This is an optimization exercise on Yosys and OpenROAD, whose aim is a short achievable clock period, not a production implementation. RTL that was checked went through simulation tests only; none was proved equivalent to the original. Power figures rest on the tool's default switching activity, not on a simulated workload.

==> 07-21: inputs <==
Design pwmcore, start of the top module:
module pwmcore (
    input  wire        clk,
    input  wire        rst,           
    input  wire        cmd_valid,
    input  wire [31:0] cmd_word,
    output reg         resp_valid,
    output wire [31:0] resp_word,
    input  wire [7:0]  ev_in,
    output reg  [3:0]  pin_h,
    output reg  [3:0]  pin_l,
    output wire        irq_fault,
    output wire [3:0]  irq_match,
    output wire        irq_ovf
);
Settings: LEC_CHECK=0, ABC_CLOCK_PERIOD_IN_PS=1000, CAP_MARGIN=20, CORE_MARGIN=2, CORE_UTILIZATION=40, PLACE_DENSITY=0.6, SETUP_SLACK_MARGIN=5, SLEW_MARGIN=20; clock period 7.6 ns.
run.sh (not shown) runs the stock make flow with config.mk's settings and CLKGATE_MAP_FILE= SYNTH_SCRIPT=/design/flow/synth_recipe.tcl, a recipe that flattens the netlist after the stock synthesis.
==> inputs of 01-14, as changes to 07-21 <==
==> flow/config.mk (replaced) <==
export PLATFORM = sky130hd
export DESIGN_NAME = pwmcore
export DESIGN_NICKNAME = pwmcore
export VERILOG_FILES = /design/flow/design.v
export SDC_FILE = /design/flow/constraint.sdc
export NUM_CORES = 4
export LEC_CHECK = 0
export ABC_CLOCK_PERIOD_IN_PS = 2500
export CAP_MARGIN = 20
export CORE_MARGIN = 2
export CORE_UTILIZATION = 40
export PLACE_DENSITY = 0.6
export SETUP_SLACK_MARGIN = 4.8
export SLEW_MARGIN = 20
==> notes <==
Of 07-21 and 01-14, 01-14 has the higher sequential share of layout area (gap 0.46 points).
In 01-14 the setup slack is better than in 07-21, by 58 ps.
07-21 went through all stages and came out clean. 01-14 finished clean.
In 01-14 the register-to-register slack is higher than in 07-21, by 70 ps.
Of 07-21 and 01-14, 07-21 has the higher critical path depth (gap 2).
In die area, 01-14 and 07-21 do not differ.
Between 01-14 and 07-21, the lower wire length is in 01-14 (gap about 1%, measured against 07-21).
==> figures <==
	07-21	01-14
Transition at the pin with the smallest max-transition slack	1130 ps	1010 ps
Core Util, Final	58.7%	57.3%
Clock latency on the worst-skew pair	640 ps	620 ps
Leak pwr	16.9 nW	16.6 nW
Startpoint of the lowest-slack register-to-register path	cw[24]	pend_car
Fmax achieved	254 MHz	258 MHz
Result of the run	no timing/DRC/antenna violations	no timing/DRC/antenna violations
VDD IR max	0.146 mV	0.145 mV
Time the worst path needs with I/O delays and setup	3930 ps	3880 ps
Number of stages on the worst setup path	12	10
Final setup slack of the worst path	3670 ps	3720 ps
Critical Path Max Stage Delay	530 ps	550 ps
Setup clock skew after layout	35.0 ps	27.5 ps
Internal Dissipation	4.01 mW	3.92 mW
Function was not checked in any run of this note: the RTL went through the layout flow alone.

* * *

==> inputs of build 3 <==
pwmcore, a different RTL version from the one above (not shown whole).
## pwmcore
module pwmcore (
    input  wire        clk,
    input  wire        rst,           
    input  wire        cmd_valid,
    input  wire [31:0] cmd_word,
    output reg         resp_valid,
    output wire [31:0] resp_word,
    input  wire [7:0]  ev_in,
    output reg  [3:0]  pin_h,
    output reg  [3:0]  pin_l,
    output wire        irq_fault,
    output wire [3:0]  irq_match,
    output wire        irq_ovf
);
==> flow/config.mk <==
export PLATFORM = sky130hd
export DESIGN_NAME = pwmcore
export DESIGN_NICKNAME = pwmcore
export VERILOG_FILES = /design/flow/design.v
export SDC_FILE = /design/flow/constraint.sdc
export NUM_CORES = 4
export LEC_CHECK = 0
export ABC_CLOCK_PERIOD_IN_PS = 2500
export CAP_MARGIN = 20
export CORE_MARGIN = 2
export CORE_UTILIZATION = 40
export PLACE_DENSITY = 0.6
export SETUP_SLACK_MARGIN = 4.8
export SLEW_MARGIN = 20
==> flow/constraint.sdc <==
create_clock -name core_clock -period 7.6 [get_ports {clk}]
set_input_delay 1.5200 -clock core_clock [delete_from_list [all_inputs] [get_ports {clk}]]
set_output_delay 1.5200 -clock core_clock [all_outputs]
set_load 0.01 [all_outputs]
==> build 90 (differences from build 3) <==
--- a/flow/design.v
+++ b/flow/design.v
@@ -69,14 +69,51 @@
     function automatic [7:0] dec8(input [7:0] a);
         integer j;
         begin
             for (j = 0; j < 8; j = j + 1)
                 dec8[j] = a[j] ^ ~(|(a & ((8'd1 << j) - 8'd1)));
         end
     endfunction
+    function automatic [17:0] step(input [15:0] c, input ph, input [15:0] per,
+                                   input [15:0] per_m1, input md, input dir);
+        reg [15:0] ci, cd, sc;
+        reg        cz, sp, sb;
+        begin
+            ci = inc16(c);
+            cd = dec16(c);
+            cz = (c == 16'd0);
+            sc = c; sp = ph; sb = 1'b0;
+            if (md == 1'b0) begin
+                if (dir == 1'b0) begin
+                    if (cz) begin sc = per; sb = 1'b1; end
+                    else sc = cd;
+                end else begin
+                    if (c == per) begin sc = 16'd0; sb = 1'b1; end
+                    else sc = ci;
+                end
+            end else begin
+                if (dir == 1'b0) begin
+                    if (ph == 1'b0 && !cz) sc = cd;
+                    else begin
+                        sc = ci;
+                        if (c == per_m1) begin sp = 1'b0; sb = 1'b1; end
+                        else sp = 1'b1;
+                    end
+                end else begin
+                    if (ph == 1'b0 && lt16(c, per)) sc = ci;
+                    else begin
+                        sc = cd;
+                        if (c == 16'd1) begin sp = 1'b0; sb = 1'b1; end
+                        else sp = 1'b1;
+                    end
+                end
+            end
+            step = {sc, sp, sb};
+        end
+    endfunction
     reg        enabled;
     reg        fstate;          
     reg        forced;
     reg        restart;         
     reg        safe;
     reg [7:0]  evmask;
     reg [N-1:0] match;
@@ -144,64 +181,20 @@
             dt_high_e[i] = (pend_dt && cw[25:24] == i) ? cw[7:0]  : dt_high[i];
             pending_e[i] = wr_r[i] ? cw[15:0] : pending_p[i];
             active_e[i]  = tkb ? pending_e[i] : active_p[i];
             raw_e[i]     = pend_car ? cw_raw[i] : (tk ? r2_r[i] : raw_p[i]);
             dt_e[i]      = pend_car ? 8'd0 : (tk ? (r2_r[i] ? dt_a1[i] : dt_a0[i]) : dt_p[i]);
         end
     end
-    wire [15:0] ncnt_inc = inc16(ncnt_e);
-    wire [15:0] ncnt_dec = dec16(ncnt_e);
-    wire        ncnt_z   = (ncnt_e == 16'd0);
-    reg [15:0] s_cnt;
-    reg        s_phase;
-    reg        s_bnd;
-    always @(*) begin
-        s_cnt   = ncnt_e;
-        s_phase = nphase_e;
-        s_bnd   = 1'b0;
-        if (mode_e == 1'b0) begin
-            if (direction_e == 1'b0) begin
-                if (ncnt_z) begin
-                    s_cnt = period_e; s_bnd = 1'b1;
-                end else begin
-                    s_cnt = ncnt_dec;
-                end
-            end else begin
-                if (ncnt_e == period_e) begin
-                    s_cnt = 16'd0; s_bnd = 1'b1;
-                end else begin
-                    s_cnt = ncnt_inc;
-                end
-            end
-        end else begin
-            if (direction_e == 1'b0) begin
-                if (nphase_e == 1'b0 && !ncnt_z) begin
-                    s_cnt = ncnt_dec;
-                end else begin
-                    s_cnt = ncnt_inc;
-                    if (ncnt_e == period_m1_e) begin
-                        s_phase = 1'b0; s_bnd = 1'b1;
-                    end else begin
-                        s_phase = 1'b1;
-                    end
-                end
-            end else begin
-                if (nphase_e == 1'b0 && lt16(ncnt_e, period_e)) begin
-                    s_cnt = ncnt_inc;
-                end else begin
-                    s_cnt = ncnt_dec;
-                    if (ncnt_e == 16'd1) begin
-                        s_phase = 1'b0; s_bnd = 1'b1;
-                    end else begin
-                        s_phase = 1'b1;
-                    end
-                end
-            end
-        end
-    end
+    wire [15:0] cw_init = cw[27] ? 16'd1 : cw_pm1;
+    wire [17:0] st_s    = step(ncnt_s, nphase_s, period, period_m1, mode, direction);
+    wire [17:0] st_c    = step(cw_init, 1'b0, cw[15:0], cw_pm1, cw[26], cw[27]);
+    wire [15:0] s_cnt   = pend_car ? st_c[17:2] : (tk ? st_s[17:2] : ncnt_s);
+    wire        s_phase = pend_car ? st_c[1]    : (tk ? st_s[1]    : nphase_s);
+    wire        s_bnd   = pend_car ? st_c[0]    : (tk ? st_s[0]    : nbnd_s);
     reg [7:0] a1 [0:N-1];
     reg [7:0] a0 [0:N-1];
     reg [N-1:0] dz, z1, z0;
     reg [7:0] dec;
     always @(*) begin
         for (i = 0; i < N; i = i + 1) begin
             dz[i] = (dt_e[i] == 8'd0);
@@ -310,26 +303,31 @@
     wire forced2 = forced1 & ~(tick_b & ~fstate2);
     wire ev_any   = |(ev_in & ~ev_prev & evmask1);
     wire ev_latch = ev_any & ~fstate2;
     wire fstate_n  = fstate2 | ev_any;
     wire forced_n  = forced2 | ev_latch;
     wire faultif_n = ev_latch | fire_latch | (faultif & ~(ok_ack & cmd_word[9]));
     wire ovf_n     = tick_b | (ovf & ~(ok_ack & cmd_word[8]));
-    wire lt_v = lt16(ncnt_e, value);
-    wire eq_v = ncnt_e == value;
-    reg [N-1:0] r2, hit, match_n, h_n, l_n;
+    wire vnz  = |value;
+    wire bnd  = phit_e & nbnd_e;              
+    wire ncz  = (ncnt_e == 16'd0);
+    reg [N-1:0] la, lp, ea, ep, r2, hit, match_n, h_n, l_n;
     always @(*) begin
         for (i = 0; i < N; i = i + 1) begin
-            r2[i]  = tick_b ? (wr_sel[i] ? lt_v : lt16(ncnt_e, pending_e[i]))
-                            : lt16(ncnt_e, active_e[i]);
-            hit[i] = ~nphase_e & (tick_b ? (wr_sel[i] ? eq_v : (ncnt_e == pending_e[i]))
-                                         : (ncnt_e == active_e[i]));
+            la[i] = lt16(ncnt_e, active_e[i]);
+            lp[i] = lt16(ncnt_e, pending_e[i]);
+            ea[i] = (ncnt_e == active_e[i]);
+            ep[i] = (ncnt_e == pending_e[i]);
+            r2[i]  = bnd ? (wr_sel[i] ? (ncz & vnz) : lp[i]) : la[i];
+            hit[i] = ~nphase_e & (bnd ? (wr_sel[i] ? (ncz & ~vnz) : ep[i]) : ea[i]);
             match_n[i] = (match[i] & ~(ok_ack & cmd_word[i])) | (tick & hit[i]);
-            h_n[i] = en1 & (tick ? ( r2[i] & z1[i]) : ( raw_e[i] & dz[i]));
-            l_n[i] = en1 & (tick ? (~r2[i] & z0[i]) : (~raw_e[i] & dz[i]));
+            h_n[i] = en1 & (bnd ? (wr_sel[i] ? (ncz & z1[i] & vnz) : (lp[i] & z1[i]))
+                                : (phit_e ? (la[i] & z1[i]) : (raw_e[i] & dz[i])));
+            l_n[i] = en1 & (bnd ? (wr_sel[i] ? (~(ncz & vnz) & z0[i]) : (~lp[i] & z0[i]))
+                                : (phit_e ? (~la[i] & z0[i]) : (~raw_e[i] & dz[i])));
         end
     end
     wire [15:0] flags_word = {2'b00, fstate, enabled, forced, cfgerr, faultif, ovf,
                               4'b0000, match};
     wire [15:0] rd_duty = cmd_word[16] ? pending_e[ix] : active_e[ix];
     wire [15:0] rd_data = ({16{lg_rd}} & rd_duty) |
                           ({16{lg_st}} & {15'd0, fstate}) |
@@ -339,17 +337,14 @@
         resp_hi29 <= ~legal;
         resp_hi28 <= legal & cfe;
         resp_lo   <= rd_data;
         cw     <= cmd_word;
         cw_pm1 <= dec16(c_period);
         cw_raw <= car_raw;
         r2_r   <= r2;
-        ncnt_s   <= s_cnt;
-        nphase_s <= s_phase;
-        nbnd_s   <= s_bnd;
         prem_d   <= dec10(prem_e);
         phit_d   <= (prem_e == 10'd1);
         for (i = 0; i < N; i = i + 1) begin
             dt_a1[i] <= a1[i];
             dt_a0[i] <= a0[i];
         end
         if (rst) begin
@@ -376,14 +371,17 @@
             direction <= 1'b0;
             mode      <= 1'b0;
             div_m1    <= 10'd0;
             max_duty  <= 16'd0;
             ncnt_p    <= 16'hFFFE;
             nphase_p  <= 1'b0;
             nbnd_p    <= 1'b0;
+            ncnt_s    <= 16'hFFFD;
+            nphase_s  <= 1'b0;
+            nbnd_s    <= 1'b0;
             prem_p    <= 10'd0;
             phit_p    <= 1'b1;
             raw_p     <= {N{1'b0}};
             for (i = 0; i < N; i = i + 1) begin
                 dt_low[i]    <= 8'd0;
                 dt_high[i]   <= 8'd0;
                 pending_p[i] <= 16'd0;
@@ -417,14 +415,17 @@
             direction <= direction_e;
             mode      <= mode_e;
             div_m1    <= div_m1_e;
             max_duty  <= max_duty_e;
             ncnt_p    <= ncnt_e;
             nphase_p  <= nphase_e;
             nbnd_p    <= nbnd_e;
+            ncnt_s    <= s_cnt;
+            nphase_s  <= s_phase;
+            nbnd_s    <= s_bnd;
             prem_p    <= prem_e;
             phit_p    <= phit_e;
             raw_p     <= raw_e;
             for (i = 0; i < N; i = i + 1) begin
                 dt_low[i]    <= dt_low_e[i];
                 dt_high[i]   <= dt_high_e[i];
                 pending_p[i] <= pending_e[i];
==> flow/config.mk (replaced) <==
export PLATFORM = sky130hd
export DESIGN_NAME = pwmcore
export DESIGN_NICKNAME = pwmcore
export VERILOG_FILES = /design/flow/design.v
export SDC_FILE = /design/flow/constraint.sdc
export NUM_CORES = 4
export LEC_CHECK = 0
export CAP_MARGIN = 20
export CORE_MARGIN = 2
export CORE_UTILIZATION = 40
export PLACE_DENSITY = 0.6
export SETUP_SLACK_MARGIN = 4.2
export SLEW_MARGIN = 20
==> build 45 (differences from build 3) <==
--- a/flow/design.v
+++ b/flow/design.v
@@ -69,14 +69,51 @@
     function automatic [7:0] dec8(input [7:0] a);
         integer j;
         begin
             for (j = 0; j < 8; j = j + 1)
                 dec8[j] = a[j] ^ ~(|(a & ((8'd1 << j) - 8'd1)));
         end
     endfunction
+    function automatic [17:0] step(input [15:0] c, input ph, input [15:0] per,
+                                   input [15:0] per_m1, input md, input dir);
+        reg [15:0] ci, cd, sc;
+        reg        cz, sp, sb;
+        begin
+            ci = inc16(c);
+            cd = dec16(c);
+            cz = (c == 16'd0);
+            sc = c; sp = ph; sb = 1'b0;
+            if (md == 1'b0) begin
+                if (dir == 1'b0) begin
+                    if (cz) begin sc = per; sb = 1'b1; end
+                    else sc = cd;
+                end else begin
+                    if (c == per) begin sc = 16'd0; sb = 1'b1; end
+                    else sc = ci;
+                end
+            end else begin
+                if (dir == 1'b0) begin
+                    if (ph == 1'b0 && !cz) sc = cd;
+                    else begin
+                        sc = ci;
+                        if (c == per_m1) begin sp = 1'b0; sb = 1'b1; end
+                        else sp = 1'b1;
+                    end
+                end else begin
+                    if (ph == 1'b0 && lt16(c, per)) sc = ci;
+                    else begin
+                        sc = cd;
+                        if (c == 16'd1) begin sp = 1'b0; sb = 1'b1; end
+                        else sp = 1'b1;
+                    end
+                end
+            end
+            step = {sc, sp, sb};
+        end
+    endfunction
     reg        enabled;
     reg        fstate;          
     reg        forced;
     reg        restart;         
     reg        safe;
     reg [7:0]  evmask;
     reg [N-1:0] match;
@@ -144,64 +181,20 @@
             dt_high_e[i] = (pend_dt && cw[25:24] == i) ? cw[7:0]  : dt_high[i];
             pending_e[i] = wr_r[i] ? cw[15:0] : pending_p[i];
             active_e[i]  = tkb ? pending_e[i] : active_p[i];
             raw_e[i]     = pend_car ? cw_raw[i] : (tk ? r2_r[i] : raw_p[i]);
             dt_e[i]      = pend_car ? 8'd0 : (tk ? (r2_r[i] ? dt_a1[i] : dt_a0[i]) : dt_p[i]);
         end
     end
-    wire [15:0] ncnt_inc = inc16(ncnt_e);
-    wire [15:0] ncnt_dec = dec16(ncnt_e);
-    wire        ncnt_z   = (ncnt_e == 16'd0);
-    reg [15:0] s_cnt;
-    reg        s_phase;
-    reg        s_bnd;
-    always @(*) begin
-        s_cnt   = ncnt_e;
-        s_phase = nphase_e;
-        s_bnd   = 1'b0;
-        if (mode_e == 1'b0) begin
-            if (direction_e == 1'b0) begin
-                if (ncnt_z) begin
-                    s_cnt = period_e; s_bnd = 1'b1;
-                end else begin
-                    s_cnt = ncnt_dec;
-                end
-            end else begin
-                if (ncnt_e == period_e) begin
-                    s_cnt = 16'd0; s_bnd = 1'b1;
-                end else begin
-                    s_cnt = ncnt_inc;
-                end
-            end
-        end else begin
-            if (direction_e == 1'b0) begin
-                if (nphase_e == 1'b0 && !ncnt_z) begin
-                    s_cnt = ncnt_dec;
-                end else begin
-                    s_cnt = ncnt_inc;
-                    if (ncnt_e == period_m1_e) begin
-                        s_phase = 1'b0; s_bnd = 1'b1;
-                    end else begin
-                        s_phase = 1'b1;
-                    end
-                end
-            end else begin
-                if (nphase_e == 1'b0 && lt16(ncnt_e, period_e)) begin
-                    s_cnt = ncnt_inc;
-                end else begin
-                    s_cnt = ncnt_dec;
-                    if (ncnt_e == 16'd1) begin
-                        s_phase = 1'b0; s_bnd = 1'b1;
-                    end else begin
-                        s_phase = 1'b1;
-                    end
-                end
-            end
-        end
-    end
+    wire [15:0] cw_init = cw[27] ? 16'd1 : cw_pm1;
+    wire [17:0] st_s    = step(ncnt_s, nphase_s, period, period_m1, mode, direction);
+    wire [17:0] st_c    = step(cw_init, 1'b0, cw[15:0], cw_pm1, cw[26], cw[27]);
+    wire [15:0] s_cnt   = pend_car ? st_c[17:2] : (tk ? st_s[17:2] : ncnt_s);
+    wire        s_phase = pend_car ? st_c[1]    : (tk ? st_s[1]    : nphase_s);
+    wire        s_bnd   = pend_car ? st_c[0]    : (tk ? st_s[0]    : nbnd_s);
     reg [7:0] a1 [0:N-1];
     reg [7:0] a0 [0:N-1];
     reg [N-1:0] dz, z1, z0;
     reg [7:0] dec;
     always @(*) begin
         for (i = 0; i < N; i = i + 1) begin
             dz[i] = (dt_e[i] == 8'd0);
@@ -310,26 +303,31 @@
     wire forced2 = forced1 & ~(tick_b & ~fstate2);
     wire ev_any   = |(ev_in & ~ev_prev & evmask1);
     wire ev_latch = ev_any & ~fstate2;
     wire fstate_n  = fstate2 | ev_any;
     wire forced_n  = forced2 | ev_latch;
     wire faultif_n = ev_latch | fire_latch | (faultif & ~(ok_ack & cmd_word[9]));
     wire ovf_n     = tick_b | (ovf & ~(ok_ack & cmd_word[8]));
-    wire lt_v = lt16(ncnt_e, value);
-    wire eq_v = ncnt_e == value;
-    reg [N-1:0] r2, hit, match_n, h_n, l_n;
+    wire vnz  = |value;
+    wire bnd  = phit_e & nbnd_e;              
+    wire ncz  = (ncnt_e == 16'd0);
+    reg [N-1:0] la, lp, ea, ep, r2, hit, match_n, h_n, l_n;
     always @(*) begin
         for (i = 0; i < N; i = i + 1) begin
-            r2[i]  = tick_b ? (wr_sel[i] ? lt_v : lt16(ncnt_e, pending_e[i]))
-                            : lt16(ncnt_e, active_e[i]);
-            hit[i] = ~nphase_e & (tick_b ? (wr_sel[i] ? eq_v : (ncnt_e == pending_e[i]))
-                                         : (ncnt_e == active_e[i]));
+            la[i] = lt16(ncnt_e, active_e[i]);
+            lp[i] = lt16(ncnt_e, pending_e[i]);
+            ea[i] = (ncnt_e == active_e[i]);
+            ep[i] = (ncnt_e == pending_e[i]);
+            r2[i]  = bnd ? (wr_sel[i] ? (ncz & vnz) : lp[i]) : la[i];
+            hit[i] = ~nphase_e & (bnd ? (wr_sel[i] ? (ncz & ~vnz) : ep[i]) : ea[i]);
             match_n[i] = (match[i] & ~(ok_ack & cmd_word[i])) | (tick & hit[i]);
-            h_n[i] = en1 & (tick ? ( r2[i] & z1[i]) : ( raw_e[i] & dz[i]));
-            l_n[i] = en1 & (tick ? (~r2[i] & z0[i]) : (~raw_e[i] & dz[i]));
+            h_n[i] = en1 & (bnd ? (wr_sel[i] ? (ncz & z1[i] & vnz) : (lp[i] & z1[i]))
+                                : (phit_e ? (la[i] & z1[i]) : (raw_e[i] & dz[i])));
+            l_n[i] = en1 & (bnd ? (wr_sel[i] ? (~(ncz & vnz) & z0[i]) : (~lp[i] & z0[i]))
+                                : (phit_e ? (~la[i] & z0[i]) : (~raw_e[i] & dz[i])));
         end
     end
     wire [15:0] flags_word = {2'b00, fstate, enabled, forced, cfgerr, faultif, ovf,
                               4'b0000, match};
     wire [15:0] rd_duty = cmd_word[16] ? pending_e[ix] : active_e[ix];
     wire [15:0] rd_data = ({16{lg_rd}} & rd_duty) |
                           ({16{lg_st}} & {15'd0, fstate}) |
@@ -339,17 +337,14 @@
         resp_hi29 <= ~legal;
         resp_hi28 <= legal & cfe;
         resp_lo   <= rd_data;
         cw     <= cmd_word;
         cw_pm1 <= dec16(c_period);
         cw_raw <= car_raw;
         r2_r   <= r2;
-        ncnt_s   <= s_cnt;
-        nphase_s <= s_phase;
-        nbnd_s   <= s_bnd;
         prem_d   <= dec10(prem_e);
         phit_d   <= (prem_e == 10'd1);
         for (i = 0; i < N; i = i + 1) begin
             dt_a1[i] <= a1[i];
             dt_a0[i] <= a0[i];
         end
         if (rst) begin
@@ -376,14 +371,17 @@
             direction <= 1'b0;
             mode      <= 1'b0;
             div_m1    <= 10'd0;
             max_duty  <= 16'd0;
             ncnt_p    <= 16'hFFFE;
             nphase_p  <= 1'b0;
             nbnd_p    <= 1'b0;
+            ncnt_s    <= 16'hFFFD;
+            nphase_s  <= 1'b0;
+            nbnd_s    <= 1'b0;
             prem_p    <= 10'd0;
             phit_p    <= 1'b1;
             raw_p     <= {N{1'b0}};
             for (i = 0; i < N; i = i + 1) begin
                 dt_low[i]    <= 8'd0;
                 dt_high[i]   <= 8'd0;
                 pending_p[i] <= 16'd0;
@@ -417,14 +415,17 @@
             direction <= direction_e;
             mode      <= mode_e;
             div_m1    <= div_m1_e;
             max_duty  <= max_duty_e;
             ncnt_p    <= ncnt_e;
             nphase_p  <= nphase_e;
             nbnd_p    <= nbnd_e;
+            ncnt_s    <= s_cnt;
+            nphase_s  <= s_phase;
+            nbnd_s    <= s_bnd;
             prem_p    <= prem_e;
             phit_p    <= phit_e;
             raw_p     <= raw_e;
             for (i = 0; i < N; i = i + 1) begin
                 dt_low[i]    <= dt_low_e[i];
                 dt_high[i]   <= dt_high_e[i];
                 pending_p[i] <= pending_e[i];
==> qor summary <==
Synthesized area per cell: build 3 8.98 um^2; build 90 8.61 um^2; build 45 8.61 um^2
WL met3: build 3 15500 um; build 90 13400 um; build 45 16200 um
Proportion of cell area occupied by multi-input gates: build 3 52.5%; build 90 55.3%; build 45 54.1%
Share of the yosys chip area belonging to registers: build 3 33.2%; build 90 31.7%; build 45 31.7%
Number of resized instances in the post-cts repair step: build 3 833; build 90 435; build 45 786
Post-synthesis compound-gate area fraction: build 3 15.7%; build 90 16.8%; build 45 16.8%
R2R Path Start: build 3 phit_p; build 90 wr_r[1]; build 45 enabled
Area share of buffers outside the clock network: build 3 13.7%; build 90 8.53%; build 45 12.6%
Post-synthesis mux area share: build 3 11.2%; build 90 10.5%; build 45 10.5%
Result of the run: build 3 no timing/DRC/antenna violations; build 90 no timing/DRC/antenna violations; build 45 no timing/DRC/antenna violations
Number of optimization iterations in the first detailed-route pass: build 3 8; build 90 6; build 45 5
Fraction of area in registers: build 3 24.3%; build 90 25.7%; build 45 23.4%
Worst Slack Setup Final: build 3 3.58 ns; build 90 3.87 ns; build 45 3.92 ns
Area after DPL: build 3 33900 um^2; build 90 35300 um^2; build 45 35900 um^2
Function not checked in build 3: the RTL went through the layout flow alone.

re-timing with driven ports:
Ports are ideal in the flow. The routed layouts listed here were re-timed in OpenROAD. Step 1, drivers: a clkbuf_16 drives clk and a buf_2 each remaining input, both assumed. Step 2 times the ports against the registers' clock, not the clock port: input delays grow and output delays shrink by t, the midpoint of the rising clock arrivals with the driver on. Slacks: ideal / step 1 / step 2; pairs: ideal / step 1.
| run | shift t [ns] | setup slack, ns | hold slack, ns | worst register clock-pin slew, ns | worst data-port slew with drivers (ns) |
|---|---|---|---|---|---|
| 07-21 | 0.684 | 3.667 / 3.684 / 3.012 | 0.489 / 0.489 / 0.489 | 0.07 / 0.07 | 0.13 |
| 01-14 | 0.676 | 3.725 / 3.747 / 3.083 | 0.486 / 0.486 / 0.486 | 0.07 / 0.07 | 0.12 |
| build 3 | 0.725 | 3.575 / 3.580 / 2.879 | 0.471 / 0.471 / 0.471 | 0.07 / 0.07 | 0.12 |
| build 90 | 0.707 | 3.874 / 3.901 / 3.210 | 0.500 / 0.500 / 0.500 | 0.08 / 0.08 | 0.13 |
| build 45 | 0.702 | 3.919 / 3.919 / 3.307 | 0.476 / 0.476 / 0.476 | 0.08 / 0.08 | 0.12 |
After both steps setup and hold are still met in every run listed. The setup slack of build 3, which loses most, moves by +0.005 ns with the drivers and by -0.696 ns with both steps.
